From an optimization exercise on the open Yosys and OpenROAD flow, aimed at small area, a short achievable clock period and few clock cycles; shortcuts taken in it are not production practice. Where RTL was checked, it was by simulation tests only, not by an equivalence proof against the original. For runs 7 and 8, only the layout was checked, not whether the RTL still works. No run shown here takes its clock network from TritonCTS; it comes from the design's own scripts or RTL. The flow treats the clock pin as an ideal source. Dropping or thinning the clock tree relies on that and would not hold on a real chip. Power figures rest on the tool's default switching activity, not on a simulated workload.

==> design/flow/design.v <==
module zre_rot (
    input  wire       clk,
    input  wire       rst,
    input  wire       start,
    input  wire [1:0] mode,
    input  wire [4:0] width,      
    input  wire [4:0] height,     
    input  wire       pix_valid,
    input  wire       pix,
    output reg        out_valid,
    output reg  [7:0] out_byte,
    output reg        out_last
);
    reg [1:0]  cfg_mode;
    reg [3:0]  wm1, hm1;           
    reg        busy;               
    reg        in_act;             
    reg [3:0]  ic;                 
    reg [3:0]  oc;                 
    reg        m0_pend;            
    reg        k;                  
    reg [3:0]  p;                  
    reg [4:0]  q;                  
    reg [15:0] col [0:15];
    reg        pv, px;
    reg        fresh;
    always @(posedge clk) begin
        pv    <= pix_valid;
        px    <= pix;
        fresh <= start & ~busy;
    end
    wire m_none = (cfg_mode == 2'd0);
    wire m_cw   = (cfg_mode == 2'd1);
    wire m_180  = (cfg_mode == 2'd3);
    wire transp = cfg_mode[0] ^ cfg_mode[1];
    wire in_done = busy & ~in_act;
    wire [3:0] owm1 = transp ? hm1 : wm1;         
    wire [3:0] ohm1 = transp ? wm1 : hm1;         
    reg        s2;                                 
    wire [3:0] icz = ic ^ {4{m_180}};
    wire [3:0] ic_step = ic ^ {&icz[2:0], &icz[1:0], icz[0], 1'b1};
    wire [3:0] ocz = oc ^ {4{m_cw}};
    wire [3:0] oc_step = oc ^ {&ocz[2:0], &ocz[1:0], ocz[0], 1'b1};
    wire [3:0] pz = p ^ {4{m_cw}};
    wire [3:0] p_step = p ^ {&pz[2:0], &pz[1:0], pz[0], 1'b1};
    wire [4:0] q_inc = q ^ {&q[3:0], &q[2:0], &q[1:0], q[0], 1'b1};
    wire [4:0] q_dec = q ^ {~|q[3:0], ~|q[2:0], ~|q[1:0], ~q[0], 1'b1};
    wire [3:0] w_m1 = width[3:0] ^ {~|width[2:0], ~|width[1:0], ~width[0], 1'b1};
    wire [3:0] h_m1 = height[3:0] ^ {~|height[2:0], ~|height[1:0], ~height[0], 1'b1};
    wire we      = pv & in_act;
    wire row_end = m_180 ? (ic == 4'd0) : (ic == wm1);
    wire last_y  = m_cw ? (oc == 4'd0) : (oc == hm1);
    wire [3:0] wc = transp ? oc : ic;
    integer i;
    always @(posedge clk) begin
        for (i = 0; i < 16; i = i + 1)
            if (we && wc == i[3:0])
                col[i] <= {col[i][14:0], px};
    end
    wire ready    = m_none ? m0_pend : (m_cw ? ~q[4] : in_done);
    wire emit     = busy & ready;
    wire row_last = m_cw ? (p == 4'd0) : (p == ohm1);
    wire k_end    = (k == s2);
    wire row_adv  = emit & ~m_none & k_end;
    wire last_b   = m_none ? in_done : (k_end & row_last);
    reg [7:0] rd;
    integer b;
    always @(*) begin
        for (b = 0; b < 8; b = b + 1) begin
            if (k)
                rd[7 - b] = col[8 + b][p];
            else if (b == 0)
                rd[7 - b] = col[0][m_cw ? q[3:0] : p];
            else
                rd[7 - b] = col[b][p];
            if (!((~k & owm1[3]) | (b[2:0] <= owm1[2:0])))
                rd[7 - b] = 1'b0;
        end
    end
    wire q_up = we & (oc == 4'd0);                 
    wire q_dn = busy & ~q[4] & k_end;              
    always @(posedge clk) begin
        if (rst) begin
            busy      <= 1'b0;
            in_act    <= 1'b0;
            m0_pend   <= 1'b0;
            out_valid <= 1'b0;
        end else begin
            out_valid <= emit;
            m0_pend   <= we & m_none & ((ic[2:0] == 3'd7) | row_end);
            if (!busy) begin
                busy   <= start;
                in_act <= start;
            end else begin
                if (we && row_end && last_y) in_act <= 1'b0;
                if (emit && last_b) busy <= 1'b0;
            end
        end
    end
    always @(posedge clk) begin
        out_byte <= rd;
        out_last <= last_b;
        if (!busy) begin
            cfg_mode <= mode;
            wm1      <= w_m1;
            hm1      <= h_m1;
            k        <= 1'b0;
            q        <= 5'h1f;
        end else if (fresh) begin
            ic       <= m_180 ? wm1 : 4'd0;
            oc       <= m_cw ? hm1 : 4'd0;
            p        <= m_cw ? wm1 : 4'd0;
            s2       <= transp ? hm1[3] : wm1[3];
        end else begin
            if (we) begin
                ic <= row_end ? (m_180 ? wm1 : 4'd0) : ic_step;
                if (row_end)
                    oc <= oc_step;
                if (m_none) k <= ic[3];
            end
            if (emit && !m_none) begin
                k <= ~k & s2;
                if (k_end)
                    p <= p_step;
            end
            if (q_up && !q_dn)
                q <= q_inc;
            else if (q_dn && !q_up)
                q <= q_dec;
        end
    end
endmodule
==> design/flow/flow/run.sh <==
#!/bin/bash
# The standard ORFS layout (standard.sh: standard synthesis, floorplan,
# placement, CTS, routing) with a few settings of its steps changed:
#  - port buffers are plain buffers (buf_2) instead of the delay cells that
#    buffer_ports picks by itself,
#  - the clock tree is a balanced two-level tree of clkbuf_16 built by
#    flow/manual_cts.tcl (PRE_CTS_TCL) instead of TritonCTS,
#  - repair_timing aims at 6.5 ns of setup slack on the design's 10 ns clock
#    (the SDC is the standard flow's, unchanged).
# make's full output goes to standard.log; ORFS keeps each step's log under
# orfs/logs/.
set -euo pipefail
cat >> config.mk <<EOC
export BUFFER_PORTS_ARGS = -buffer_cell sky130_fd_sc_hd__buf_2
export PRE_CTS_TCL = $PWD/flow/manual_cts.tcl
export SETUP_SLACK_MARGIN = 6.5
EOC
bash standard.sh > standard.log 2>&1
==> design/flow/flow/manual_cts.tcl <==
# Clock tree for this design, used in place of TritonCTS (sourced as
# PRE_CTS_TCL by ORFS's cts.tcl, it replaces the clock_tree_synthesis command).
#
# Two buffer levels, both balanced: the register clock pins are split into
# NB2 clusters of (nearly) equal size by k-means, each driven by one leaf
# buffer at the cluster's centre; the leaf buffers are split the same way
# into NB1 groups, each driven by one mid buffer that the clock port drives.
# The clock port thus drives NB1 (<= 4) buffer inputs.
# Two-level clock tree: port -> NB1 mid buffers -> NB2 leaf buffers -> register clock pins.
proc kmeans {pts nb iters} {
  # pts: list of {x y}; returns list of assignments and centres
  set n [llength $pts]
  set sorted [lsort -real -index 0 $pts]
  set cx {}; set cy {}
  for {set k 0} {$k < $nb} {incr k} {
    set s [lindex $sorted [expr {int(($k + 0.5) * $n / $nb)}]]
    lappend cx [lindex $s 0]; lappend cy [lindex $s 1]
  }
  for {set iter 0} {$iter < $iters} {incr iter} {
    set assign {}
    foreach s $pts {
      set best 0; set bd 1e30
      for {set k 0} {$k < $nb} {incr k} {
        set d [expr {hypot([lindex $s 0]-[lindex $cx $k], [lindex $s 1]-[lindex $cy $k])}]
        if {$d < $bd} {set bd $d; set best $k}
      }
      lappend assign $best
    }
    set sx [lrepeat $nb 0.0]; set sy [lrepeat $nb 0.0]; set cnt [lrepeat $nb 0]
    foreach s $pts a $assign {
      lset sx $a [expr {[lindex $sx $a] + [lindex $s 0]}]
      lset sy $a [expr {[lindex $sy $a] + [lindex $s 1]}]
      lset cnt $a [expr {[lindex $cnt $a] + 1}]
    }
    for {set k 0} {$k < $nb} {incr k} {
      if {[lindex $cnt $k] > 0} {
        lset cx $k [expr {[lindex $sx $k] / [lindex $cnt $k]}]
        lset cy $k [expr {[lindex $sy $k] / [lindex $cnt $k]}]
      }
    }
  }
  return [list $assign $cx $cy $cnt]
}


proc balance {pts nb la lcx lcy lcnt extra} {
  # rebalance: greedy capacity-limited assignment to the k-means centres,
  # then recentre, a few rounds
  set n [llength $pts]
  set cap [expr {($n + $nb - 1) / $nb + $extra}]
  for {set round 0} {$round < 6} {incr round} {
    set triples {}
    set i 0
    foreach s $pts {
      for {set k 0} {$k < $nb} {incr k} {
        lappend triples [list [expr {hypot([lindex $s 0]-[lindex $lcx $k], [lindex $s 1]-[lindex $lcy $k])}] $i $k]
      }
      incr i
    }
    set la [lrepeat $n -1]
    set lcnt [lrepeat $nb 0]
    foreach t [lsort -real -index 0 $triples] {
      lassign $t d i k
      if {[lindex $la $i] >= 0 || [lindex $lcnt $k] >= $cap} continue
      lset la $i $k
      lset lcnt $k [expr {[lindex $lcnt $k] + 1}]
    }
    set sx [lrepeat $nb 0.0]; set sy [lrepeat $nb 0.0]
    foreach s $pts a $la {
      lset sx $a [expr {[lindex $sx $a] + [lindex $s 0]}]
      lset sy $a [expr {[lindex $sy $a] + [lindex $s 1]}]
    }
    for {set k 0} {$k < $nb} {incr k} {
      if {[lindex $lcnt $k] > 0} {
        lset lcx $k [expr {[lindex $sx $k] / [lindex $lcnt $k]}]
        lset lcy $k [expr {[lindex $sy $k] / [lindex $lcnt $k]}]
      }
    }
  }
  return [list $la $lcx $lcy $lcnt]
}

proc add_buf {block master name in_net cx cy} {
  set inst [odb::dbInst_create $block $master $name]
  set net [odb::dbNet_create $block "${name}_net"]
  $net setSigType CLOCK
  [$inst findITerm A] connect $in_net
  [$inst findITerm X] connect $net
  $inst setLocation [expr {int($cx)}] [expr {int($cy)}]
  $inst setPlacementStatus PLACED
  return $net
}

proc manual_cts2 {nb1 nb2 midbuf leafbuf} {
  set db [ord::get_db]
  set block [ord::get_db_block]
  set clk_net [$block findNet clk]
  $clk_net setSigType CLOCK
  set sinks {}; set pts {}
  foreach it [$clk_net getITerms] {
    set bb [[$it getInst] getBBox]
    lappend sinks $it
    lappend pts [list [expr {([$bb xMin]+[$bb xMax])/2.0}] [expr {([$bb yMin]+[$bb yMax])/2.0}]]
  }
  lassign [kmeans $pts $nb2 60] la lcx lcy lcnt
  lassign [balance $pts $nb2 $la $lcx $lcy $lcnt 1] la lcx lcy lcnt
  puts "manual_cts2: leaf cluster sizes $lcnt"
  set lpts {}
  for {set k 0} {$k < $nb2} {incr k} { lappend lpts [list [lindex $lcx $k] [lindex $lcy $k]] }
  lassign [kmeans $lpts $nb1 60] ma mcx mcy mcnt
  lassign [balance $lpts $nb1 $ma $mcx $mcy $mcnt 0] ma mcx mcy mcnt
  puts "manual_cts2: mid cluster sizes $mcnt"
  set mm [$db findMaster $midbuf]
  set lm [$db findMaster $leafbuf]
  for {set m 0} {$m < $nb1} {incr m} {
    set mnet($m) [add_buf $block $mm "clkbuf_mid_$m" $clk_net [lindex $mcx $m] [lindex $mcy $m]]
  }
  for {set k 0} {$k < $nb2} {incr k} {
    set lnet($k) [add_buf $block $lm "clkbuf_leaf_$k" $mnet([lindex $ma $k]) [lindex $lcx $k] [lindex $lcy $k]]
  }
  foreach it $sinks a $la {
    $it disconnect
    $it connect $lnet($a)
  }
}

set ::mcts_nb1 4
set ::mcts_nb2 12
rename clock_tree_synthesis __tritoncts_clock_tree_synthesis
proc clock_tree_synthesis {args} {
  manual_cts2 $::mcts_nb1 $::mcts_nb2 sky130_fd_sc_hd__clkbuf_16 sky130_fd_sc_hd__clkbuf_16
}
==> design/flow/standard.sh <==
#!/bin/bash
# synth_recipe.tcl (not shown) runs the flow's synth.tcl, then flattens the netlist and writes it again
# the make line also repeats each setting of config.mk as NAME=value (left out here)
make -C /OpenROAD-flow-scripts/flow DESIGN_CONFIG=/design/flow/config.mk WORK_HOME=/design/flow/orfs CLKGATE_MAP_FILE= SYNTH_SCRIPT=/design/flow/synth_recipe.tcl "${@:-finish}"
==> design/flow/config.mk <==
export PLATFORM = sky130hd
export DESIGN_NAME = zre_rot
export DESIGN_NICKNAME = zre_rot
export VERILOG_FILES = /design/flow/design.v
export SDC_FILE = /design/flow/constraint.sdc
export NUM_CORES = 4
export LEC_CHECK = 0
export CAP_MARGIN = 5
export CORE_MARGIN = 2
export CORE_UTILIZATION = 65
export PLACE_DENSITY = 0.75
export SLEW_MARGIN = 5
export SYNTH_MEMORY_MAX_BITS = 4096
export BUFFER_PORTS_ARGS = -buffer_cell sky130_fd_sc_hd__buf_2
export PRE_CTS_TCL = /design/flow/flow/manual_cts.tcl
export SETUP_SLACK_MARGIN = 6.5
==> design/flow/constraint.sdc <==
create_clock -name core_clock -period 10.0 [get_ports {clk}]
set_input_delay 2.0000 -clock core_clock [delete_from_list [all_inputs] [get_ports {clk}]]
set_output_delay 2.0000 -clock core_clock [all_outputs]
set_load 0.01 [all_outputs]
==> results of run 1 <==
stage by stage:
| step | util [%] | hold slack (ns) | total power, mW | setup slack [ns] | instance area [um^2] |
|---|---|---|---|---|---|
| floorplan | - | 0.4180 | 1.559 | 7.173 | 12500 |
| global placement | 68.41 | 0.4241 | 1.605 | 7.083 | 12840 |
| detailed placement | 68.41 | 0.4270 | 1.610 | 6.967 | 12840 |
| CTS | 70.55 | 0.4284 | 2.108 | 7.002 | 13240 |
| global route | 70.55 | 0.4574 | 2.272 | 6.845 | 13240 |
| finish | 70.55 | 0.4440 | 2.201 | 6.993 | 13240 |
cells by family after synthesis:
kind of cell	share of synthesized area, %
XOR/XNOR	1.822
flip-flops	70.55
adder cells (fa/ha/maj)	0.9009
multiplexers	14.88
AND/OR/NAND/NOR	5.095
buffers and inverters	2.683
AO/OA/AOI/OAI	4.064
worst max path at each step:
| stage | to | from | depth (start not counted) |
|---|---|---|---|
| 6_report | out_byte[4] | cfg_mode[0] | 7 |
| 5_1_grt | out_byte[4] | k | 6 |
| 4_1_cts | out_byte[4] | k | 6 |
| 3_5_place_dp | out_byte[4] | k | 6 |
| 3_3_place_gp | out_byte[4] | k | 6 |
| 2_1_floorplan | col[11][0] | cfg_mode[0] | 9 |
power by group through the flow:
stage | clock, mW | sequential (mW) | combinational [mW]
2_1_floorplan | 0 | 1.42 | 0.136
3_3_place_gp | 0 | 1.43 | 0.171
3_5_place_dp | 0 | 1.44 | 0.175
4_1_cts | 0.496 | 1.44 | 0.176
5_1_grt | 0.672 | 1.41 | 0.190
6_report | 0.619 | 1.41 | 0.175
worst max-delay path, cell delays in order, from the launching register on:
cell and delay (ns):
edfxtp_1 0.39, inv_1 0.06, ha_1 0.86, mux2i_1 0.30
nor2_1 0.22, a2111oi_0 0.11, buf_4 0.23, a2111oi_1 0.65
routing by layer:
layer	up-vias	global-route usage [%]	routed length [um]
met5	-	0	0
met4	0	2.814	300
met3	21	2.314	1233
met2	208	35.60	10860
met1	3321	35.05	9742
li1	2832	-	-
sequential cells by signal, summed over array words and instances, names as in the netlist, 2 cells and up:
| signal | count |
|---|---|
| col | 256 |
| out_byte | 8 |
| q | 5 |
| hm1 | 4 |
| ic | 4 |
| oc | 4 |
| p | 4 |
| wm1 | 4 |
| cfg_mode | 2 |
layout make-up:
cell class              instances  area, um^2
plain buffers                  16       400.4
fillers                      1194        5528
inverters                      23       86.33
multi-input cells             345        3346
flip-flops and latches        301        8822
well taps                     234       292.8
repair buffers                 47       292.8
layout by cell type, fill, tap and decap left out, types with 3 or more instances in the layout:
cell type / count
nand2b_1: 9
buf_4: 23
buf_2: 24
nand3_1: 13
xor2_1: 9
o21ai_0: 15
mux4_2: 67
nand4_1: 3
inv_1: 23
nand2_1: 27
xnor2_1: 17
edfxtp_1: 279
a21oi_1: 13
mux2i_1: 18
dfxtp_1: 21
a31oi_1: 5
o21ai_1: 10
nor3b_1: 5
nor2b_1: 11
mux2_2: 13
nor2_1: 42
and3_1: 5
clkbuf_16: 16
a211oi_1: 12
o22ai_1: 9
nor3_1: 5
ha_1: 9
a22oi_1: 4
==> results.toml, run 1 <==
[clocking]
postCtsResizedCells = 0
cts_setup_buffers = 0
insertion_delay_ns = 0.31
cts_hold_buf = 0
clkSlewWorstSetupHoldPaths_ns = 0.10

[sta]
tns_ns = 0
final_hold_viol_count = 0
slew_headroom_pct = 37.45
setup_viol = 0
fin_crit_ns = 3.007
slew_violations = 0
fin_skew_ns = 0.02515
tightest_slew_ns = 0.9382
period_share_pct = 30.07
rsz0062_at_grt = "false"
fmax_mhz = 332.5

[critical_path]
crit_required_ns = 10.13
cp.arrival_ns = 3.14
r2r-start = "cfg_mode[0]"
reg2reg_to = "out_byte[4]"
endpoint_kind = "flop"
cp-start-kind = "flop"
crit_fanout = 26
r2r_setup_slack_ns = 6.99
worstSetupPathType = "reg2reg"
reg2reg_depth = 7

[synthesis]
ys_ff_latch = 301
synth.top_cell.area_share_pct = 67.03
yosysSeqAreaShare_pct = 70.55
synth_warnings = 2
synthTopCellsByArea = "edfxtp_1 67%, mux4_2 12%, dfxtp_1 3.5%, mux2i_1 1.4%, nor2_1 1.3%"
yosysMostFrequentCell = "edfxtp_1"
synthArstFlopShare_pct = 0
synth_edf_count = 279
netlist_top_cells_count = "279 x edfxtp_1, 67 x mux4_2, 42 x nor2_1"
synth_ff_type = "edfxtp_1"
synth.distinct_cells = 51
syn_inst = 710
synth_area_mm2 = 0.01250
avgSynthCellArea_um2 = 17.60
synth_top_area_cell = "edfxtp_1"
syn-num-nets = 736

[final_layout]
fin_cells = 966
drive_gt1_share_pct = 19.81
final_nets = 760
synthToLayoutAreaGrowth_pct = 5.926
n_antenna_cell = 0

[power]
powerDensity_mw_per_mm2 = 166.2
ir_drop_v = 0.0001375
p_int_mw = 1.751
netSwitchingPower_uw = 450.3
p_comb_share_pct = 7.9
leakage_nw = 4.279
power_frac_seq_pct = 63.9
switching_share_pct = 20.46
pwr-share-clk_pct = 28.1

[grt]
grt_pass1_wl_um = 35290
grt_max_degree = 50
first_global_vias = 6340
grt_overflow = 0
gr-usage-all-layers_pct = 22.19
antenna_found_initial = 0

[drt]
vias = 6382
drt_wl_total_um = 22140
wl_per_cell_um = 22.92
drt_pass1_iterations = 5
viasPerCell = 6.607
drt-initial-drc-count = 821
drc = 0
ant_nets = 0

[floorplanning]
coreArea_mm2 = 0.01877
ios = 27
initial_core_util_pct = 66.60
die-area_mm2 = 0.02035
rows = 50
die_height_um = 142.7
fp.dieW_um = 142.7

[worst_hold_path]
hold_start = "col[12][7]"
min_path_cells = 0
min_path_type = "reg2reg"
whs_endpoint = "col[12][8]"

[placed_design]
gp_congestion = 0.7918
portBuffers = 24
dp.cells = 950
dpl.hpwl_um = 14330

[run]
cap_violations = 0

[run_status]
outcome = "complete, no violations"
Testbench counts, summed over its fixed seeds: cycles 92,706.
==> run 2: changes to the inputs <==
--- a/design/flow/flow/run.sh
+++ b/design/flow/flow/run.sh
@@ -7,3 +7,3 @@
 #    flow/manual_cts.tcl (PRE_CTS_TCL) instead of TritonCTS,
-#  - repair_timing aims at 6.5 ns of setup slack on the design's 10 ns clock
+#  - repair_timing aims at 6.8 ns of setup slack on the design's 10 ns clock
 #    (the SDC is the standard flow's, unchanged).
@@ -15,3 +15,3 @@
 export PRE_CTS_TCL = $PWD/flow/manual_cts.tcl
-export SETUP_SLACK_MARGIN = 6.5
+export SETUP_SLACK_MARGIN = 6.8
 EOC
--- a/design/flow/config.mk
+++ b/design/flow/config.mk
@@ -15,2 +15,2 @@
 export PRE_CTS_TCL = /design/flow/flow/manual_cts.tcl
-export SETUP_SLACK_MARGIN = 6.5
+export SETUP_SLACK_MARGIN = 6.8
==> run 2 against run 1 <==
Compared with the run above: register-to-register slack about the same; largest power group unchanged; critical path depth unchanged; clock power about the same; core utilization unchanged; first-iteration DRC count unchanged; cell count unchanged; area after synthesis unchanged; critical path type unchanged; global-route usage unchanged.
==> results.toml, run 2 <==
[final_layout]
n_antenna_cell = 0
drive_gt1_share_pct = 19.81
largest_reg_flops = 256
synthToLayoutAreaGrowth_pct = 5.926
final_cell_mix = "279 x edfxtp_1, 67 x mux4_2, 42 x nor2_1"
final_nets = 760
final_common_cell = "edfxtp_1"
largestRegisters = "col x256, out_byte x8, q x5"
regMostFlops = "col"

[placed_design]
dpl.hpwl_um = 14330
portBuffers = 24
gp_congestion = 0.7918

[drt]
drt_pass1_iterations = 5
drt-initial-drc-count = 821
drt_wl_total_um = 22140
drc = 0
ant_nets = 0
wl_per_cell_um = 22.92
viasPerCell = 6.607
vias = 6382

[sta]
whs_ns = 0.4440
final_hold_viol_count = 0
setup_viol = 0
tightest_slew_ns = 0.9382
fmax_mhz = 332.5
period_share_pct = 30.07
slew_violations = 0
rsz0062_at_grt = "false"
fin_skew_ns = 0.02515
slew_headroom_pct = 37.45
tns_ns = 0
fin_crit_ns = 3.007

[synthesis]
yosysSeqAreaShare_pct = 70.55
synth_warnings = 2
netlist_top_cells_count = "279 x edfxtp_1, 67 x mux4_2, 42 x nor2_1"
syn_inst = 710
synth_ff_type = "edfxtp_1"
synth_edf_count = 279
avgSynthCellArea_um2 = 17.60
syn-num-nets = 736
ys_ff_latch = 301
synth.distinct_cells = 51
synth.top_cell.area_share_pct = 67.03
synthTopCellsByArea = "edfxtp_1 67%, mux4_2 12%, dfxtp_1 3.5%, mux2i_1 1.4%, nor2_1 1.3%"
synth_top_area_cell = "edfxtp_1"
synthArstFlopShare_pct = 0
synth_area_mm2 = 0.01250
yosysMostFrequentCell = "edfxtp_1"

[grt]
antenna_found_initial = 0
grt_overflow = 0
grt_max_degree = 50
grt_pass1_wl_um = 35290
gr-usage-all-layers_pct = 22.19
first_global_vias = 6340

[floorplanning]
initial_core_util_pct = 66.60
die-area_mm2 = 0.02035
ios = 27
die_height_um = 142.7
coreArea_mm2 = 0.01877
rows = 50
fp.dieW_um = 142.7

[critical_path]
worstSetupPathType = "reg2reg"
crit_fanout = 26
path_cells = "inv_1 > ha_1 > mux2i_1 > nor2_1 > a2111oi_0 > buf_4 > a2111oi_1"
crit_slowest_cell = "ha_1"
cp.arrival_ns = 3.14
crit_required_ns = 10.13
endpoint_kind = "flop"
path_buf_inv = 2
critical_path.top_delay_family = "adder cells"
max_stage_delay_ns = 0.86
cp-start-kind = "flop"

[clocking]
clkSlewWorstSetupHoldPaths_ns = 0.10
cts_hold_buf = 0
postCtsResizedCells = 0
insertion_delay_ns = 0.31
cts_setup_buffers = 0

[power]
power_mw = 2.201
leakage_nw = 4.279
ir_drop_v = 0.0001375
powerDensity_mw_per_mm2 = 166.2

[run]
cap_violations = 0

[run_status]
outcome = "complete, no violations"

[worst_hold_path]
min_path_type = "reg2reg"
==> run 2: path summary, 6_finish.rpt <==
check | cells past startpoint | slack (ns) | end | startpoint
max | 7 | 6.99 | out_byte[4] | cfg_mode[0]
min | 0 | 0.44 | col[12][8] | col[12][7]
max reg2reg | 7 | 6.99 | out_byte[4] | cfg_mode[0]
min reg2reg | 0 | 0.44 | col[12][8] | col[12][7]
==> run 2: logic make-up after synthesis <==
kind of cell	Yosys count	share of synthesized area, %
flip-flops	301	70.55
AND/OR/NAND/NOR	129	5.095
multiplexers	100	14.88
XOR/XNOR	26	1.822
AO/OA/AOI/OAI	81	4.064
adder cells (fa/ha/maj)	9	0.9009
buffers and inverters	64	2.683
==> run 2: final cells by class <==
type	instances	area, um^2
sequential	301	8822
fill	1194	5528
multi-input combinational	345	3346
buffer	16	400.4
timing repair buffer	47	292.8
tap	234	292.8
inverter	23	86.33
==> run 2: power breakdown <==
group          internal [mW]  total, mW  leakage [nW]  switching [mW]
clock                  0.289      0.619         0.197           0.330
combinational         0.0807      0.175          1.38          0.0941
sequential              1.38       1.41          2.71          0.0261
==> run 2: metrics by stage <==
| stage | utilization [%] | cells | area (um^2) | setup slack (ns) |
|---|---|---|---|---|
| after floorplan | - | 710 | 12500 | 7.173 |
| after global placement | 68.41 | 950 | 12840 | 7.083 |
| after detailed placement | 68.41 | 950 | 12840 | 6.967 |
| after CTS | 70.55 | 966 | 13240 | 7.002 |
| after global routing | 70.55 | 966 | 13240 | 6.845 |
| final | 70.55 | 966 | 13240 | 6.993 |
==> run 2: metal layers <==
| metal | track usage [%] | wire [um] |
|---|---|---|
| met4 | 2.814 | 300 |
| met1 | 35.05 | 9742 |
| met5 | 0 | 0 |
| met3 | 2.314 | 1233 |
| met2 | 35.60 | 10860 |
==> run 3: changes to the inputs <==
--- a/design/flow/flow/run.sh
+++ b/design/flow/flow/run.sh
@@ -7,3 +7,3 @@
 #    flow/manual_cts.tcl (PRE_CTS_TCL) instead of TritonCTS,
-#  - repair_timing aims at 6.8 ns of setup slack on the design's 10 ns clock
+#  - repair_timing aims at 7.5 ns of setup slack on the design's 10 ns clock
 #    (the SDC is the standard flow's, unchanged).
@@ -15,3 +15,3 @@
 export PRE_CTS_TCL = $PWD/flow/manual_cts.tcl
-export SETUP_SLACK_MARGIN = 6.8
+export SETUP_SLACK_MARGIN = 7.5
 EOC
--- a/design/flow/config.mk
+++ b/design/flow/config.mk
@@ -15,2 +15,2 @@
 export PRE_CTS_TCL = /design/flow/flow/manual_cts.tcl
-export SETUP_SLACK_MARGIN = 6.8
+export SETUP_SLACK_MARGIN = 7.5
==> run 3 against run 2 <==
Compared with the run above: die area is the same; cell count increased by 0.10%; fmax grew 8.4%; critical path type is now reg2out; critical endpoint is now out_byte[3]; highest routed layer unchanged.
==> results.toml, run 3 <==
[run_status]
outcome = "complete, no violations"

[sta]
slew_headroom_pct = 34.32
fmax_mhz = 360.5
rsz0062_at_grt = "true"
fin_skew_ns = 0.03043
slew_violations = 0
tightest_slew_ns = 0.9786
final_hold_viol_count = 0
period_share_pct = 27.74
fin_crit_ns = 2.774
setup_viol = 0
tns_ns = 0

[critical_path]
critical_path.top_delay_family = "flip-flops"
crit_slowest_cell = "dfxtp_2"
crit_path_start = "out_byte[3]"
path_buf_inv = 1
max_stage_delay_ns = 0.34
cp-start-kind = "flop"
crit_fanout = 1
worstSetupPathDepth = 1
r2r-start = "cfg_mode[1]"
reg2reg_depth = 6
worstSetupPathType = "reg2out"
crit_required_ns = 8.00
endpoint_kind = "output port"
cp.arrival_ns = 0.77
path_cells = "buf_6"

[grt]
gr-usage-all-layers_pct = 23.13
first_global_vias = 6364
grt_max_degree = 61
grt_overflow = 0
grt_pass1_wl_um = 36460
antenna_found_initial = 0

[final_layout]
fin_area_mm2 = 0.01382
regMostFlops = "col"
final_nets = 761
synthToLayoutAreaGrowth_pct = 10.58
final_cell_mix = "279 x edfxtp_1, 67 x mux4_2, 27 x nand2_1"
n_antenna_cell = 0
largestRegisters = "col x256, out_byte x8, q x5"
drive_gt1_share_pct = 26.06
n_fill_cell = 1129
final_common_cell = "edfxtp_1"
largest_reg_flops = 256

[drt]
drt-initial-drc-count = 565
wl_per_cell_um = 24.06
ant_nets = 0
vias = 6489
drc = 0
viasPerCell = 6.710
drt_pass1_iterations = 5
drt_wl_total_um = 23270

[placed_design]
portBuffers = 24
dpl.hpwl_um = 14430
gp_congestion = 0.8218
placed_cell_area_mm2 = 0.01287

[synthesis]
synth-xor-area-share_pct = 1.822
synthArstFlopShare_pct = 0
synth.top_cell.area_share_pct = 67.03
synth_warnings = 2
netlist_top_cells_count = "279 x edfxtp_1, 67 x mux4_2, 42 x nor2_1"
syn_inst = 710
yosysSeqAreaShare_pct = 70.55
synth_area_mm2 = 0.01250
ys_ff_latch = 301
synthTopCellsByArea = "edfxtp_1 67%, mux4_2 12%, dfxtp_1 3.5%, mux2i_1 1.4%, nor2_1 1.3%"
yosys.area_share.simple_pct = 5.095
avgSynthCellArea_um2 = 17.60
yosysMostFrequentCell = "edfxtp_1"
synth_top_family_by_area = "multiplexers"
synth_top_area_cell = "edfxtp_1"
synth_edf_count = 279
synth_compound_area_share_pct = 4.064
synth.distinct_cells = 51
synth_ff_type = "edfxtp_1"
syn-num-nets = 736
synthAdderAreaFrac_pct = 0.9009
synthMuxAreaShare_pct = 14.88

[worst_hold_path]
hold_start = "col[2][1]"
min_path_cells = 0
min_path_type = "reg2reg"

[clocking]
insertion_delay_ns = 0.32
clkSlewWorstSetupHoldPaths_ns = 0.10
cts_hold_buf = 0

[power]
leakage_nw = 4.369
ir_drop_v = 0.0001992
power_mw = 2.247
powerDensity_mw_per_mm2 = 162.6

[run]
cap_violations = 0

[floorplanning]
die_height_um = 142.7
rows = 50
ios = 27
coreArea_mm2 = 0.01877
fp.dieW_um = 142.7
initial_core_util_pct = 66.60
die-area_mm2 = 0.02035
[run 3: cell counts after synthesis]
Identical to the previous run, type by type.
[run 3: area by class of cell]
cell class	instances	area (um^2)	share of cell area, %
multi-input cells	345	3598	26.03
plain buffers	16	400.4	2.897
flip-flops and latches	301	8831	63.89
well taps	234	292.8	2.118
repair buffers	48	573.1	4.146
inverters	23	126.4	0.9143
[run 3: timing repair]
| item | 4_1_cts | 5_1_grt |
|---|---|---|
| setup buffers | 10 | 10 |
| setup endpoints to repair | 275 | 68 |
| gates resized for setup | 45 | 18 |
| endpoints found under the hold margin | 0 | 0 |
| pin swaps | 13 | 4 |
[run 3: report_power, final]
part | switching, mW | leakage [nW] | internal (mW)
clock | 0.339 | 0.197 | 0.289
sequential | 0.0280 | 2.71 | 1.38
combinational | 0.107 | 1.46 | 0.102
total | 0.474 | 4.37 | 1.77
[run 3: per-layer routing]
metal,vias to the layer above,GRT usage (%),share of wire [%]
met4,0,5.003,2.4
li1,2831,-,-
met2,225,36.56,49
met5,-,0,0
met1,3401,36.38,44
met3,32,2.012,5.5
[run 3: worst register-to-register path, stage by stage, from the launching register on]
cell and delay (ns):
edfxtp_1 0.40, inv_1 0.14, ha_4 0.28, buf_6 0.18, o31ai_1 0.21, nand2_1 0.29
nor2_4 0.51
[run 3: cell families after synthesis]
kind of cell,Yosys count
buffers and inverters,64
and+or+nand+nor,129
adders and majority gates,9
muxes,100
xor gates and xnor gates,26
DFF,301
AOI/OAI and AO/OA,81
[run 3: through the flow]
stage	hold WS (ns)	cells	setup slack, ns	util [%]
floorplan	0.4180	710	7.317	-
global placement	0.4258	931	6.881	68.57
detailed placement	0.4270	931	6.800	68.57
CTS	0.4284	957	7.199	72.67
global route	0.4629	967	7.209	73.65
finish	0.4510	967	7.226	73.65
[run 3: final timing paths]
kind              slack (ns)          end
hold / removal          0.45    col[2][2]
setup / recovery        7.23  out_byte[3]
hold reg to reg         0.45    col[2][2]
setup reg to reg        7.62   col[12][6]
==> run 4: changes to the inputs <==
--- a/design/flow/flow/run.sh
+++ b/design/flow/flow/run.sh
@@ -7,3 +7,3 @@
 #    flow/manual_cts.tcl (PRE_CTS_TCL) instead of TritonCTS,
-#  - repair_timing aims at 7.5 ns of setup slack on the design's 10 ns clock
+#  - repair_timing aims at 7.4 ns of setup slack on the design's 10 ns clock
 #    (the SDC is the standard flow's, unchanged).
@@ -15,3 +15,3 @@
 export PRE_CTS_TCL = $PWD/flow/manual_cts.tcl
-export SETUP_SLACK_MARGIN = 7.5
+export SETUP_SLACK_MARGIN = 7.4
 EOC
--- a/design/flow/config.mk
+++ b/design/flow/config.mk
@@ -15,2 +15,2 @@
 export PRE_CTS_TCL = /design/flow/flow/manual_cts.tcl
-export SETUP_SLACK_MARGIN = 7.5
+export SETUP_SLACK_MARGIN = 7.4
==> run 4 against run 3 <==
Compared with the run above: largest cell class unchanged; sequential share of layout area is 1.7 points higher; critical path depth unchanged; fmax grew 0.32%; flip-flop and latch count is the same; largest power group unchanged.
==> results.toml, run 4 <==
[run_status]
outcome = "complete, no violations"

[sta]
rsz0062_at_grt = "true"
setup_viol = 0
slew_headroom_pct = 27.32
period_share_pct = 27.66
timing.final.ws_setup_ns = 7.234
fin_crit_ns = 2.766
fin_skew_ns = 0.02454
slew_violations = 0
tightest_slew_ns = 1.079
whs_ns = 0.4509
tns_ns = 0
fmax_mhz = 361.6
final_hold_viol_count = 0

[synthesis]
synth_top_area_cell = "edfxtp_1"
synthArstFlopShare_pct = 0
synth_warnings = 2
synth_edf_count = 279
syn-num-nets = 736
avgSynthCellArea_um2 = 17.60
ys_ff_latch = 301
synth_area_mm2 = 0.01250
synth_ff_type = "edfxtp_1"
netlist_top_cells_count = "279 x edfxtp_1, 67 x mux4_2, 42 x nor2_1"
synth.top_cell.area_share_pct = 67.03
syn_inst = 710
synthTopCellsByArea = "edfxtp_1 67%, mux4_2 12%, dfxtp_1 3.5%, mux2i_1 1.4%, nor2_1 1.3%"
yosysMostFrequentCell = "edfxtp_1"
synth.distinct_cells = 51
yosysSeqAreaShare_pct = 70.55

[final_layout]
drive_gt1_share_pct = 22.53
largestRegisters = "col x256, out_byte x8, q x5"
synthToLayoutAreaGrowth_pct = 7.628
regMostFlops = "col"
fin_area_mm2 = 0.01345
final_nets = 756
final_common_cell = "edfxtp_1"
n_antenna_cell = 0
largest_reg_flops = 256
final_cell_mix = "279 x edfxtp_1, 67 x mux4_2, 37 x nor2_1"

[grt]
grt_overflow = 0
antenna_found_initial = 0
grt_pass1_wl_um = 35140
grt_max_degree = 60
first_global_vias = 6174
gr-usage-all-layers_pct = 22.14

[run]
cap_violations = 0

[critical_path]
cp-start-kind = "flop"
reg2reg_depth = 6
crit_path_start = "out_byte[3]"
max_stage_delay_ns = 0.34
critical_path.top_delay_family = "flip-flops"
cp-endpoint = "out_byte[3]"
worstSetupPathType = "reg2out"
r2r-start = "cfg_mode[1]"
reg2reg_to = "col[10][13]"
crit_required_ns = 8.00
endpoint_kind = "output port"
crit_slowest_cell = "dfxtp_2"
path_cells = "buf_6"
r2r_setup_slack_ns = 7.46
cp.arrival_ns = 0.77
worstSetupPathDepth = 1
path_buf_inv = 1
crit_fanout = 1

[drt]
ant_nets = 0
drt_pass1_iterations = 5
drt-initial-drc-count = 865
drt_wl_total_um = 22050
drc = 0
vias = 6356
viasPerCell = 6.607
wl_per_cell_um = 22.93

[power]
powerDensity_mw_per_mm2 = 165.8
leakage_nw = 4.284
ir_drop_v = 0.0001195
power_mw = 2.230

[floorplanning]
initial_core_util_pct = 66.60
die-area_mm2 = 0.02035
die_height_um = 142.7
coreArea_mm2 = 0.01877
rows = 50
ios = 27
fp.dieW_um = 142.7

[placed_design]
gp_congestion = 0.8060
dpl.hpwl_um = 14080
place_ws_ns = 6.646
placed_cell_area_mm2 = 0.01288
portBuffers = 24

[clocking]
insertion_delay_ns = 0.31
cts_hold_buf = 0
clkSlewWorstSetupHoldPaths_ns = 0.10

[worst_hold_path]
min_path_type = "reg2reg"
## run 4: repair_timing
action	4_1_cts	5_1_grt
gates cloned	0	0
endpoints found under the setup margin	173	161
resized for setup	26	15
hold endpoints to repair	0	0
pin swaps	4	0
buffers inserted	1	2
## run 4: cell families (layout without fill, tap and decap cells)
logic type / count (synthesis) / in the layout / share of synthesized area [%]
DFF: 301 / 301 / 70.55
and+or+nand+nor: 129 / 129 / 5.095
muxes: 100 / 100 / 14.88
AOI/OAI and AO/OA: 81 / 81 / 4.064
buffers and inverters: 64 / 82 / 2.683
xor gates and xnor gates: 26 / 26 / 1.822
adders and majority gates: 9 / 9 / 0.9009
## run 4: cell type report
cell class                 count  area, um^2
fill                        1163        5315
inverter                      23       126.4
tap                          234       292.8
buffer                        16       400.4
timing repair buffer          43       350.3
sequential                   301        8828
multi-input combinational    345        3455
## run 4: worst min-delay path by stage
stage	startpoint	to	slack, ns	cells after the start
5_1_grt	col[11][8]	col[11][9]	0.46	0
4_1_cts	col[10][3]	col[10][4]	0.43	0
3_3_place_gp	col[0][7]	col[0][8]	0.42	0
2_1_floorplan	col[0][5]	col[0][6]	0.42	0
6_report	col[11][8]	col[11][9]	0.45	0
3_5_place_dp	col[13][11]	col[13][12]	0.43	0
## run 4: where the power goes
part / switching, mW / total (mW) / internal, mW
Combinational: 0.0972 / 0.190 / 0.0930
Clock: 0.340 / 0.629 / 0.289
Sequential: 0.0283 / 1.41 / 1.38
## run 4: routing by layer
| metal | GRT usage (%) | share of wire, % | vias up |
|---|---|---|---|
| met1 | 36.26 | 45 | 3281 |
| met5 | 0 | 0 | - |
| met3 | 1.945 | 5.6 | 33 |
| met4 | 4.950 | 2.5 | 0 |
| met2 | 33.43 | 47 | 225 |
| li1 | - | - | 2817 |
## run 4: through the flow
step	instances	utilization, %
5_1_grt	962	71.68
2_1_floorplan	710	-
6_report	962	71.68
3_5_place_dp	943	68.65
3_3_place_gp	943	68.65
4_1_cts	960	71.23
==> run 5: changes to the inputs <==
--- a/design/flow/flow/run.sh
+++ b/design/flow/flow/run.sh
@@ -7,3 +7,3 @@
 #    flow/manual_cts.tcl (PRE_CTS_TCL) instead of TritonCTS,
-#  - repair_timing aims at 7.4 ns of setup slack on the design's 10 ns clock
+#  - repair_timing aims at 7.35 ns of setup slack on the design's 10 ns clock
 #    (the SDC is the standard flow's, unchanged).
@@ -15,3 +15,4 @@
 export PRE_CTS_TCL = $PWD/flow/manual_cts.tcl
-export SETUP_SLACK_MARGIN = 7.4
+export SETUP_SLACK_MARGIN = 7.35
+export MATCH_CELL_FOOTPRINT = 0
 EOC
--- a/design/flow/config.mk
+++ b/design/flow/config.mk
@@ -15,2 +15,3 @@
 export PRE_CTS_TCL = /design/flow/flow/manual_cts.tcl
-export SETUP_SLACK_MARGIN = 7.4
+export SETUP_SLACK_MARGIN = 7.35
+export MATCH_CELL_FOOTPRINT = 0
==> run 5 against run 4 <==
Compared with the run above: core utilization barely moved; clock skew rose by 0.0024 ns; power rose by 0.10%; register-to-register slack improved by 0.05 ns; sequential share of layout area barely moved; flip-flop and latch count did not move; die area did not move; critical path depth did not move; via count fell by 0.36%; critical path type unchanged; critical endpoint unchanged.
==> results.toml, run 5 <==
[critical_path]
reg2reg_depth = 8
path_cells = "buf_6"
cp.arrival_ns = 0.76
crit_slowest_cell = "dfxtp_2"
r2r-start = "cfg_mode[1]"
critical_path.top_delay_family = "flip-flops"
cp-start-kind = "flop"
crit_required_ns = 8.00
r2r_setup_slack_ns = 7.51
worstSetupPathType = "reg2out"
reg2reg_to = "out_byte[7]"
crit_fanout = 1
endpoint_kind = "output port"
path_buf_inv = 1
max_stage_delay_ns = 0.34

[final_layout]
n_fill_cell = 1166
drive_gt1_share_pct = 22.53
seq_area_mm2 = 0.008827
final_common_cell = "edfxtp_1"
synthToLayoutAreaGrowth_pct = 7.668
fin_util_pct = 71.71
multi_input_area_mm2 = 0.003461
regMostFlops = "col"
final_cell_mix = "279 x edfxtp_1, 67 x mux4_2, 37 x nor2_1"
n_antenna_cell = 0
final_nets = 756
largest_reg_flops = 256
largestRegisters = "col x256, out_byte x8, q x5"

[synthesis]
synth_top_area_cell = "edfxtp_1"
synth_top_family_by_area = "multiplexers"
synthMuxAreaShare_pct = 14.88
netlist_top_cells_count = "279 x edfxtp_1, 67 x mux4_2, 42 x nor2_1"
synthAdderAreaFrac_pct = 0.9009
ys_ff_latch = 301
synth_warnings = 2
synth_edf_count = 279
synth_compound_area_share_pct = 4.064
synthArstFlopShare_pct = 0
synthTopCellsByArea = "edfxtp_1 67%, mux4_2 12%, dfxtp_1 3.5%, mux2i_1 1.4%, nor2_1 1.3%"
syn_inst = 710
synth_area_mm2 = 0.01250
yosysMostFrequentCell = "edfxtp_1"
synth.top_cell.area_share_pct = 67.03
synth_ff_type = "edfxtp_1"
synth.distinct_cells = 51
yosys.area_share.simple_pct = 5.095
avgSynthCellArea_um2 = 17.60
yosysSeqAreaShare_pct = 70.55
syn-num-nets = 736
synth-xor-area-share_pct = 1.822

[sta]
fmax_mhz = 362.0
fin_skew_ns = 0.02697
final_hold_viol_count = 0
tightest_slew_ns = 0.9844
fin_crit_ns = 2.762
period_share_pct = 27.62
tns_ns = 0
slew_violations = 0
slew_headroom_pct = 34.37
setup_viol = 0
rsz0062_at_grt = "true"

[grt]
grt_max_degree = 60
antenna_found_initial = 0
first_global_vias = 6168
gr-usage-all-layers_pct = 22.05
grt_pass1_wl_um = 35010
grt_overflow = 0

[drt]
drt-initial-drc-count = 808
wl_per_cell_um = 22.95
ant_nets = 0
viasPerCell = 6.583
drt_wl_total_um = 22080
drc = 0
vias = 6333
drt_pass1_iterations = 5

[power]
leakage_nw = 4.285
ir_drop_v = 0.0001191
powerDensity_mw_per_mm2 = 165.9

[clocking]
clkSlewWorstSetupHoldPaths_ns = 0.10
insertion_delay_ns = 0.31
cts_hold_buf = 0

[floorplanning]
fp.dieW_um = 142.7
coreArea_mm2 = 0.01877
rows = 50
ios = 27
die-area_mm2 = 0.02035
initial_core_util_pct = 66.60
die_height_um = 142.7

[placed_design]
dpl.hpwl_um = 14080
portBuffers = 24
gp_congestion = 0.8060

[worst_hold_path]
min_path_type = "reg2reg"
whs_endpoint = "col[11][9]"
hold_start = "col[11][8]"
min_path_cells = 0

[run_status]
outcome = "complete, no violations"

[run]
cap_violations = 0
==> run 5: final cells by class <==
cell class | instances | share of cell area, %
Buffer | 16 | 2.975
Inverter | 23 | 0.9390
Multi-Input combinational cell | 345 | 25.72
Sequential cell | 301 | 65.59
Tap cell | 234 | 2.176
Timing Repair Buffer | 43 | 2.603
==> run 5: logic make-up after synthesis <==
| group | after synthesis |
|---|---|
| buffers and inverters | 64 |
| DFF | 301 |
| adders and majority gates | 9 |
| and+or+nand+nor | 129 |
| muxes | 100 |
| xor gates and xnor gates | 26 |
| AOI/OAI and AO/OA | 81 |
==> run 5: stage by stage <==
stage	instances	setup slack (ns)	hold slack, ns	power, mW	area [um^2]
6_report	962	7.238	0.4482	2.232	13460
5_1_grt	962	7.205	0.4637	2.300	13460
4_1_cts	959	7.197	0.4288	2.116	13370
3_5_place_dp	943	6.646	0.4284	1.614	12880
3_3_place_gp	943	6.786	0.4246	1.608	12880
2_1_floorplan	710	7.173	0.4180	1.562	12600
==> run 5: per-layer routing <==
metal / track usage [%] / wire length [um] / vias up
li1: - / - / 2817
met1: 36.11 / 9848 / 3239
met2: 33.27 / 10190 / 240
met3: 1.945 / 1497 / 37
met4: 4.950 / 541 / 0
met5: 0 / 0 / -
==> run 5: worst max path at each step <==
stage | slack (ns) | startpoint | cells past startpoint | end
6_report | 7.24 | out_byte[3] | 1 | out_byte[3]
3_5_place_dp | 6.65 | cfg_mode[0] | 5 | col[9][15]
5_1_grt | 7.21 | out_byte[3] | 1 | out_byte[3]
3_3_place_gp | 6.79 | cfg_mode[0] | 5 | col[9][15]
2_1_floorplan | 7.17 | cfg_mode[0] | 9 | col[11][0]
4_1_cts | 7.20 | width[1] | 5 | wm1[3]
==> run 5: repair_timing <==
action / in CTS / in global routing
cloned: 0 / 0
pin swaps: 4 / 0
gates resized for setup: 28 / 14
setup buffers: 0 / 3
setup endpoints to repair: 173 / 129
==> run 5: where the power goes <==
part	leakage, nW	internal [mW]	switching [mW]
clock network	0.197	0.289	0.343
registers	2.71	1.38	0.0285
logic	1.38	0.0929	0.0969
total	4.28	1.76	0.468
==> run 6: changes to the inputs <==
--- a/design/flow/flow/run.sh
+++ b/design/flow/flow/run.sh
@@ -7,3 +7,3 @@
 #    flow/manual_cts.tcl (PRE_CTS_TCL) instead of TritonCTS,
-#  - repair_timing aims at 7.35 ns of setup slack on the design's 10 ns clock
+#  - repair_timing aims at 7.25 ns of setup slack on the design's 10 ns clock
 #    (the SDC is the standard flow's, unchanged).
@@ -15,3 +15,3 @@
 export PRE_CTS_TCL = $PWD/flow/manual_cts.tcl
-export SETUP_SLACK_MARGIN = 7.35
+export SETUP_SLACK_MARGIN = 7.25
 export MATCH_CELL_FOOTPRINT = 0
--- a/design/flow/config.mk
+++ b/design/flow/config.mk
@@ -15,3 +15,3 @@
 export PRE_CTS_TCL = /design/flow/flow/manual_cts.tcl
-export SETUP_SLACK_MARGIN = 7.35
+export SETUP_SLACK_MARGIN = 7.25
 export MATCH_CELL_FOOTPRINT = 0
==> run 6 against run 5 <==
Compared with the run above: critical path type unchanged; core utilization down 0.34 points; global-route usage rose by 0.32 points; power shrank 0.81%; via count is 1.4% higher.
==> results.toml, run 6 <==
[critical_path]
crit_path_start = "out_byte[1]"
crit_slowest_cell = "dfxtp_2"
cp-start-kind = "flop"
cp.arrival_ns = 0.75
crit_required_ns = 8.00
r2r-start = "k"
path_buf_inv = 1
crit_fanout = 1
worstSetupPathType = "reg2out"
critical_path.top_delay_family = "flip-flops"
endpoint_kind = "output port"
path_cells = "buf_6"
max_stage_delay_ns = 0.34

[final_layout]
final_nets = 759
final_common_cell = "edfxtp_1"
largest_reg_flops = 256
final_cell_mix = "279 x edfxtp_1, 67 x mux4_2, 39 x nor2_1"
regMostFlops = "col"
largestRegisters = "col x256, out_byte x8, q x5"
n_antenna_cell = 0
drive_gt1_share_pct = 22.30
synthToLayoutAreaGrowth_pct = 7.157

[sta]
whs_ns = 0.4419
fmax_mhz = 363.2
slew_violations = 0
final_hold_viol_count = 0
fin_crit_ns = 2.753
rsz0062_at_grt = "true"
slew_headroom_pct = 45.69
setup_viol = 0
period_share_pct = 27.53
tightest_slew_ns = 0.8138
tns_ns = 0
fin_skew_ns = 0.01666

[synthesis]
synthArstFlopShare_pct = 0
synthAdderAreaFrac_pct = 0.9009
synth_top_area_cell = "edfxtp_1"
yosysSeqAreaShare_pct = 70.55
yosys.area_share.simple_pct = 5.095
synthTopCellsByArea = "edfxtp_1 67%, mux4_2 12%, dfxtp_1 3.5%, mux2i_1 1.4%, nor2_1 1.3%"
synth.top_cell.area_share_pct = 67.03
synth_warnings = 2
netlist_top_cells_count = "279 x edfxtp_1, 67 x mux4_2, 42 x nor2_1"
synthMuxAreaShare_pct = 14.88
synth_area_mm2 = 0.01250
synth-xor-area-share_pct = 1.822
synth_compound_area_share_pct = 4.064
synth.distinct_cells = 51
synth_top_family_by_area = "multiplexers"
avgSynthCellArea_um2 = 17.60
ys_ff_latch = 301
synth_ff_type = "edfxtp_1"
synth_edf_count = 279
syn_inst = 710
yosysMostFrequentCell = "edfxtp_1"
syn-num-nets = 736

[drt]
drt-initial-drc-count = 589
drt_pass1_iterations = 5
ant_nets = 0
drc = 0
viasPerCell = 6.653
wl_per_cell_um = 23.24
drt_wl_total_um = 22430
vias = 6420

[placed_design]
dpl.hpwl_um = 14200
gp_congestion = 0.8051
portBuffers = 24

[power]
p_comb_share_pct = 8.7
powerDensity_mw_per_mm2 = 165.3
pwr-share-clk_pct = 27.8
netSwitchingPower_uw = 452.3
leakage_nw = 4.286
power_frac_seq_pct = 63.5
ir_drop_v = 0.0001328
switching_share_pct = 20.42
p_int_mw = 1.762

[floorplanning]
initial_core_util_pct = 66.60
die-area_mm2 = 0.02035
die_height_um = 142.7
rows = 50
coreArea_mm2 = 0.01877
fp.dieW_um = 142.7
ios = 27

[grt]
antenna_found_initial = 0
grt_max_degree = 52
grt_pass1_wl_um = 35790
grt_overflow = 0
gr-usage-all-layers_pct = 22.38
first_global_vias = 6329

[clocking]
cts_hold_buf = 0
insertion_delay_ns = 0.31
clkSlewWorstSetupHoldPaths_ns = 0.09

[worst_hold_path]
hold_start = "col[8][5]"
min_path_type = "reg2reg"

[run]
cap_violations = 0

[run_status]
outcome = "complete, no violations"
[run 6: cell types whose count changed in the layout (fill, tap and decap cells not counted), sizes merged]
| cell | previous run | this run |
|---|---|---|
| clkbuf | 16 | 17 |
| buf | 43 | 45 |
[run 6: final timing paths]
| path | cells after the start | slack [ns] | end |
|---|---|---|---|
| worst max-delay path | 1 | 7.25 | out_byte[1] |
| worst min-delay path | 0 | 0.44 | col[8][6] |
| worst max register to register | 5 | 7.42 | out_byte[5] |
| worst min register to register | 0 | 0.44 | col[8][6] |
[run 6: final cells by class]
| type | instances | area (um^2) |
|---|---|---|
| Inverter | 23 | 91.34 |
| Buffer | 16 | 400.4 |
| Timing Repair Buffer | 46 | 351.6 |
| Fill cell | 1157 | 5374 |
| Tap cell | 234 | 292.8 |
| Multi-Input combinational cell | 345 | 3430 |
| Sequential cell | 301 | 8828 |
[run 6: layer usage]
layer | wire length (um) | track usage [%] | share of wire (%) | vias up
li1 | - | - | - | 2824
met5 | 0 | 0 | 0 | -
met2 | 10620 | 35.05 | 47 | 220
met1 | 10100 | 36.20 | 45 | 3345
met4 | 404 | 3.648 | 1.8 | 0
met3 | 1308 | 1.744 | 5.8 | 31
[run 6: power groups by stage]
stage               registers (mW)  clock network [mW]  logic (mW)
floorplan                     1.42                   0       0.136
global placement              1.43                   0       0.173
detailed placement            1.43                   0       0.178
CTS                           1.43               0.496       0.184
global route                  1.41               0.669       0.209
finish                        1.41               0.616       0.192
[run 6: what timing repair did]
| item | in CTS | in global routing |
|---|---|---|
| setup endpoints to repair | 43 | 47 |
| setup buffers | 1 | 1 |
| gates resized for setup | 22 | 14 |
| cloned | 0 | 0 |
| pin swaps | 4 | 0 |
[run 6: through the flow]
stage                     total power [mW]  instance area [um^2]  instances  utilization [%]  worst slack [ns]
after global routing                 2.286                 13390        965            71.37             7.222
after CTS                            2.114                 13330        964            71.01             7.207
final                                2.214                 13390        965            71.37             7.247
after floorplan                      1.559                 12510        710                -             7.173
after detailed placement             1.612                 12830        947            68.36             6.578
after global placement               1.606                 12830        947            68.36             6.780
[run 6: cell families after synthesis]
family	after synthesis
AO/OA/AOI/OAI	81
XOR/XNOR	26
adder cells (fa/ha/maj)	9
buffers and inverters	64
flip-flops	301
multiplexers	100
AND/OR/NAND/NOR	129
==> run 7: changes to the inputs <==
--- a/design/flow/design.v
+++ b/design/flow/design.v
@@ -59,3 +59,3 @@
     end
-    wire ready    = m_none ? m0_pend : (m_cw ? ~q[4] : in_done);
+    wire ready    = m_none ? m0_pend : in_done;
     wire emit     = busy & ready;
@@ -72,3 +72,3 @@
             else if (b == 0)
-                rd[7 - b] = col[0][m_cw ? q[3:0] : p];
+                rd[7 - b] = col[0][p];
             else
--- a/design/flow/flow/run.sh
+++ b/design/flow/flow/run.sh
@@ -16,3 +16,2 @@
 export SETUP_SLACK_MARGIN = 7.25
-export MATCH_CELL_FOOTPRINT = 0
 EOC
--- a/design/flow/config.mk
+++ b/design/flow/config.mk
@@ -16,2 +16 @@
 export SETUP_SLACK_MARGIN = 7.25
-export MATCH_CELL_FOOTPRINT = 0
==> run 7 against run 6 <==
Compared with the run above: still clean; combinational power is 9.9% lower; global-route usage rose by 0.97 points; fmax down 0.35%; sequential share of layout area grew 1.1 points; clock skew increased by 0.0047 ns; clock power is 0.6% higher; wire length increased by 0.66%; power decreased by 1.8%; hold slack improved by 0.0073 ns; cell count is 3.8% lower; critical path depth did not move.
==> results.toml, run 7 <==
[synthesis]
ys_ff_latch = 296
synth.top_cell.area_share_pct = 69.51
synth_ff_type = "edfxtp_1"
syn_inst = 675
synth_warnings = 2
avgSynthCellArea_um2 = 17.86
yosysMostFrequentCell = "edfxtp_1"
synthArstFlopShare_pct = 0
yosysSeqAreaShare_pct = 72.33
synth_edf_count = 279
netlist_top_cells_count = "279 x edfxtp_1, 57 x mux4_2, 35 x nor2_1"
synth_area_mm2 = 0.01205
syn-num-nets = 700
synthTopCellsByArea = "edfxtp_1 70%, mux4_2 11%, dfxtp_1 2.8%, mux2i_1 1.6%, mux2_2 1.5%"
synth.distinct_cells = 57
synth_top_area_cell = "edfxtp_1"

[critical_path]
endpoint_kind = "output port"
worstSetupPathDepth = 1
reg2reg_depth = 5
path_buf_inv = 1
crit_required_ns = 8.00
path_cells = "buf_2"
crit_fanout = 1
critical_path.top_delay_family = "flip-flops"
crit_path_start = "out_byte[4]"
cp-start-kind = "flop"
crit_slowest_cell = "dfxtp_1"
max_stage_delay_ns = 0.32
r2r-start = "p[0]"
cp.arrival_ns = 0.76
worstSetupPathType = "reg2out"

[floorplanning]
ios = 27
rows = 49
fp.dieW_um = 140.2
die_height_um = 140.2
initial_core_util_pct = 66.64
coreArea_mm2 = 0.01809
die-area_mm2 = 0.01965

[sta]
slew_violations = 0
fin_crit_ns = 2.763
rsz0062_at_grt = "true"
fin_skew_ns = 0.02133
tightest_slew_ns = 1.003
slew_headroom_pct = 33.02
setup_viol = 0
fmax_mhz = 361.9
final_hold_viol_count = 0
period_share_pct = 27.63
tns_ns = 0

[grt]
grt_pass1_wl_um = 36050
grt_overflow = 0
grt_max_degree = 42
gr-usage-all-layers_pct = 23.35
first_global_vias = 6266
antenna_found_initial = 0

[worst_hold_path]
hold_start = "col[6][5]"
min_path_cells = 0
min_path_type = "reg2reg"

[drt]
drt-initial-drc-count = 668
vias = 6220
wl_per_cell_um = 24.33
drt_pass1_iterations = 5
drt_wl_total_um = 22580
drc = 0
viasPerCell = 6.703
ant_nets = 0

[placed_design]
dpl.hpwl_um = 14240
gp_congestion = 0.8354
portBuffers = 24
placed_cell_area_mm2 = 0.01247

[clocking]
clkSlewWorstSetupHoldPaths_ns = 0.09
insertion_delay_ns = 0.31
cts_hold_buf = 0

[final_layout]
n_antenna_cell = 0
fin_area_mm2 = 0.01302
final_common_cell = "edfxtp_1"
synthToLayoutAreaGrowth_pct = 8.004
final_nets = 726
final_cell_mix = "279 x edfxtp_1, 57 x mux4_2, 31 x nor2_1"
drive_gt1_share_pct = 22.75
fin_util_pct = 71.98
largestRegisters = "col x256, out_byte x8"
largest_reg_flops = 256
regMostFlops = "col"
n_fill_cell = 1091

[power]
ir_drop_v = 0.0001414
powerDensity_mw_per_mm2 = 167.1
leakage_nw = 4.167
power_mw = 2.175

[run_status]
outcome = "complete, no violations"

[run]
cap_violations = 0
==> run 7: through the flow <==
step	std cells	hold slack, ns	setup WS, ns
floorplan	675	0.4204	7.049
global placement	911	0.4226	7.043
detailed placement	911	0.4285	7.033
CTS	928	0.4313	7.199
global route	928	0.4639	7.214
finish	928	0.4492	7.237
==> run 7: layer usage <==
layer / share of wire (%) / up-vias / GRT usage, %
met5: 0 / - / 0
met4: 1.6 / 0 / 3.083
li1: - / 2738 / -
met1: 42 / 3189 / 35.28
met2: 50 / 256 / 39.11
met3: 6.6 / 37 / 2.462
==> run 7: final cells by class <==
cell class                      instances  area, um^2  share of cell area (%)
Multi-Input combinational cell        318        3157                   24.25
Inverter                               24       95.09                  0.7305
Buffer                                 16       400.4                   3.076
Timing Repair Buffer                   45       350.3                   2.691
Tap cell                              229       286.5                   2.201
Sequential cell                       296        8728                   67.05
==> run 7: worst paths after layout <==
path | end | slack, ns
worst min register to register | col[6][6] | 0.45
worst max register to register | out_byte[7] | 7.45
worst max-delay path | out_byte[4] | 7.24
worst min-delay path | col[6][6] | 0.45
==> run 7: timing repair <==
action,in CTS,in global routing
pin swaps,4,0
endpoints found under the setup margin,41,181
buffers inserted,1,0
gates resized for setup,19,15
hold endpoints to repair,0,0
==> run 7: logic make-up (layout without fill, tap and decap cells) <==
group | count (synthesis) | in the layout | synth area share, %
buffers and inverters | 61 | 85 | 2.159
AOI/OAI and AO/OA | 92 | 92 | 5.357
muxes | 92 | 92 | 13.72
xor gates and xnor gates | 18 | 18 | 1.308
adders and majority gates | 8 | 8 | 0.8305
DFF | 296 | 296 | 72.33
and+or+nand+nor | 108 | 108 | 4.288
==> run 7: power by group <==
part | internal [mW] | switching (mW) | total [mW]
combinational | 0.0795 | 0.0938 | 0.173
sequential | 1.36 | 0.0224 | 1.38
clock | 0.289 | 0.331 | 0.620
total | 1.73 | 0.447 | 2.18
==> run 8: changes to the inputs <==
--- a/design/flow/design.v
+++ b/design/flow/design.v
@@ -25,7 +25,5 @@
     reg        pv, px;
-    reg        fresh;
     always @(posedge clk) begin
-        pv    <= pix_valid;
-        px    <= pix;
-        fresh <= start & ~busy;
+        pv <= pix_valid;
+        px <= pix;
     end
@@ -59,3 +57,3 @@
     end
-    wire ready    = m_none ? m0_pend : in_done;
+    wire ready    = m_none ? m0_pend : (m_cw ? ~q[4] : in_done);
     wire emit     = busy & ready;
@@ -72,3 +70,3 @@
             else if (b == 0)
-                rd[7 - b] = col[0][p];
+                rd[7 - b] = col[0][m_cw ? q[3:0] : p];
             else
@@ -106,9 +104,8 @@
             hm1      <= h_m1;
+            ic       <= (mode == 2'd3) ? w_m1 : 4'd0;
+            oc       <= (mode == 2'd1) ? h_m1 : 4'd0;
             k        <= 1'b0;
+            p        <= (mode == 2'd1) ? w_m1 : 4'd0;
             q        <= 5'h1f;
-        end else if (fresh) begin
-            ic       <= m_180 ? wm1 : 4'd0;
-            oc       <= m_cw ? hm1 : 4'd0;
-            p        <= m_cw ? wm1 : 4'd0;
-            s2       <= transp ? hm1[3] : wm1[3];
+            s2       <= (mode[0] ^ mode[1]) ? h_m1[3] : w_m1[3];
         end else begin
--- a/design/flow/config.mk
+++ b/design/flow/config.mk
@@ -7,3 +7,3 @@
 export LEC_CHECK = 0
-export CAP_MARGIN = 5
+export CAP_MARGIN = 20
 export CORE_MARGIN = 2
@@ -11,3 +11,3 @@
 export PLACE_DENSITY = 0.75
-export SLEW_MARGIN = 5
+export SLEW_MARGIN = 20
 export SYNTH_MEMORY_MAX_BITS = 4096
==> run 8 against run 7 <==
Compared with the run above: still clean on timing, DRC and antenna; global-route usage fell by 0.66 points; sequential power rose by 5%; via count rose by 1.9%; largest power group unchanged.
==> results.toml, run 8 <==
[synthesis]
yosysMostFrequentCell = "edfxtp_1"
yosysSeqAreaShare_pct = 70.28
netlist_top_cells_count = "279 x edfxtp_1, 75 x mux4_2, 36 x nor2_1"
syn-num-nets = 732
synthTopCellsByArea = "edfxtp_1 67%, mux4_2 13%, dfxtp_1 3.4%, mux2i_1 1.8%, ha_1 1.1%"
synth_warnings = 2
synth_area_mm2 = 0.01252
syn_inst = 704
synth_edf_count = 279
avgSynthCellArea_um2 = 17.78
synth_top_area_cell = "edfxtp_1"
synth.distinct_cells = 55
synthArstFlopShare_pct = 0
ys_ff_latch = 300
synth_ff_type = "edfxtp_1"
synth.top_cell.area_share_pct = 66.92

[grt]
grt-busiest-layer = "met2"
use_met3_pct = 2.146
antenna_found_initial = 0
gr-usage-all-layers_pct = 22.69
grt_pass1_wl_um = 35870
grt_use_met2_pct = 36.61
first_global_vias = 6364
grt_max_degree = 73
grt_overflow = 0
grt.met1_usage_pct = 35.26

[final_layout]
n_fill_cell = 1130
regMostFlops = "col"
final_common_cell = "edfxtp_1"
n_antenna_cell = 0
synthToLayoutAreaGrowth_pct = 9.345
largest_reg_flops = 256
fin_util_pct = 72.70
largestRegisters = "col x256, out_byte x8, q x5"
final_cell_mix = "279 x edfxtp_1, 75 x mux4_2, 28 x nor2_1"
final_nets = 752
drive_gt1_share_pct = 24.38

[floorplanning]
coreArea_mm2 = 0.01883
die_height_um = 142.8
fp.dieW_um = 142.8
ios = 27
initial_core_util_pct = 66.49
die-area_mm2 = 0.02039
rows = 50

[critical_path]
max_stage_delay_ns = 0.36
path_cells = "buf_6"
crit_required_ns = 8.00
crit_fanout = 1
cp-start-kind = "flop"
critical_path.top_delay_family = "flip-flops"
crit_slowest_cell = "dfxtp_2"
cp.arrival_ns = 0.76
path_buf_inv = 1
worstSetupPathType = "reg2out"
endpoint_kind = "output port"

[drt]
vias = 6338
wl_per_cell_um = 23.13
ant_nets = 0
drt_pass1_iterations = 5
viasPerCell = 6.454
drt_wl_total_um = 22710
drt-initial-drc-count = 576
drc = 0

[placed_design]
dpl.hpwl_um = 14050
gp_congestion = 0.8542
portBuffers = 24
place_ws_ns = 6.843

[power]
power_mw = 2.447
power_frac_seq_pct = 59.2
netSwitchingPower_uw = 569.8
leakage_nw = 4.348
p_comb_share_pct = 15.5
powerDensity_mw_per_mm2 = 178.7
ir_drop_v = 0.0001406
pwr-share-clk_pct = 25.3
p_int_mw = 1.877
switching_share_pct = 23.28

[sta]
slew_headroom_pct = 36.90
timing.final.ws_setup_ns = 7.241
tns_ns = 0
final_hold_viol_count = 0
tightest_slew_ns = 0.9455
slew_violations = 0
fin_skew_ns = 0.03400
rsz0062_at_grt = "true"
fmax_mhz = 362.5
period_share_pct = 27.59
setup_viol = 0
fin_crit_ns = 2.759

[clocking]
cts_hold_buf = 0
insertion_delay_ns = 0.32
clkSlewWorstSetupHoldPaths_ns = 0.09

[worst_hold_path]
min_path_type = "reg2reg"

[run]
cap_violations = 0

[run_status]
outcome = "complete, no violations"
## run 8: cell count changes after synthesis, sizes merged, moves of 4 or more
cell and delta:
xor2 +9, buf +9, dfxtp +4, nor2b +8, o22ai +4, mux4 +18, a22o -5, a22oi -8
mux2 -12, a221oi -4, mux2i +4
## run 8: kinds of logic (layout without fill, tap and decap cells)
group           after synthesis  count (layout)  share of synthesized area, %
flops                       300             300                         70.28
compound gates               68              68                         3.328
fa+ha+maj                    11              11                         1.099
mux                         102             102                         15.72
buf+inv                      68              86                         2.528
simple gates                126             126                         5.017
xor+xnor                     29              29                         2.029
## run 8: worst reg2reg max path: stages, from the launching register on
cell and delay, ns:
edfxtp_1 0.37, inv_1 0.07, ha_2 0.72, nand2_1 0.10, o31ai_1 0.09, nand2_1 0.20
nor2_2 0.72
## run 8: per-layer routing
metal,vias to the layer above,share of wire (%)
met1,3315,45
li1,2794,-
met4,0,1.9
met3,36,5.0
met2,193,49
met5,-,0
## run 8: path summary, 6_finish.rpt
check,from,end,slack [ns],cells past startpoint
min reg2reg,col[7][14],col[7][15],0.44,0
max,out_byte[4],out_byte[4],7.24,1
min,col[7][14],col[7][15],0.44,0
max reg2reg,cfg_mode[1],col[4][6],7.34,6
## run 8: area by class of cell
class	instances	area, um^2	area share, %
Buffer	16	400.4	2.925
Inverter	25	141.4	1.033
Multi-Input combinational cell	336	3582	26.17
Sequential cell	300	8810	64.35
Tap cell	260	325.3	2.376
Timing Repair Buffer	45	430.4	3.144
## run 8: repair_timing
item	in CTS	in global routing
gates cloned	0	0
pin swaps	9	6
setup endpoints to repair	136	110
resized for setup	33	16
endpoints found under the hold margin	0	0
buffers inserted	4	3
## run 8: power by group through the flow
stage	clock [mW]	sequential, mW	combinational (mW)
detailed placement	0	1.47	0.351
CTS	0.496	1.47	0.365
global route	0.672	1.45	0.409
global placement	0	1.47	0.344
floorplan	0	1.45	0.282
finish	0.620	1.45	0.379
## run 8: through the flow
| step | cell area (um^2) | cells | hold WS [ns] |
|---|---|---|---|
| floorplan | 12670 | 704 | 0.4180 |
| global placement | 13000 | 959 | 0.4256 |
| detailed placement | 13000 | 959 | 0.4307 |
| CTS | 13560 | 979 | 0.4317 |
| global route | 13690 | 982 | 0.4535 |
| finish | 13690 | 982 | 0.4386 |

## separate check: timing with driven ports
The results above use ideal ports. As a check the final layouts listed here were re-extracted and re-timed, cells and wires unchanged. Step 1 assumes that a clkbuf_16 drives the clock port and a buf_2 every other input. Step 2 moves the port delays by t, midway between the first and last clock arrival at a register: inputs arrive t later, outputs are due t later. That takes back most of the time a late clock gives input paths. Three values: ideal ports, drivers, drivers and shift; two values: the first two.
| run | t (ns) | setup WS [ns] | hold WS [ns] | worst setup path at the end |
|---|---|---|---|---|
| run 1 | 0.396 | 6.993 / 6.993 / 6.993 | 0.444 / 0.444 / 0.444 | register to register |
| run 2 | 0.396 | 6.993 / 6.993 / 6.993 | 0.444 / 0.444 / 0.444 | register to register |
| run 3 | 0.387 | 7.226 / 7.140 / 7.183 | 0.451 / 0.451 / 0.451 | input to register |
| run 4 | 0.391 | 7.234 / 7.141 / 7.175 | 0.451 / 0.451 / 0.451 | input to register |
| run 5 | 0.392 | 7.238 / 7.145 / 7.176 | 0.448 / 0.448 / 0.448 | input to register |
| run 6 | 0.393 | 7.247 / 7.151 / 7.193 | 0.442 / 0.442 / 0.442 | input to register |
| run 7 | 0.403 | 7.237 / 7.135 / 7.179 | 0.449 / 0.449 / 0.449 | input to register |
| run 8 | 0.391 | 7.241 / 7.154 / 6.917 | 0.439 / 0.439 / 0.439 | input to register |
After both steps setup and hold are still met in every run listed. The setup slack of run 8, which loses most, moves by -0.087 ns with the drivers and by -0.324 ns with both steps.
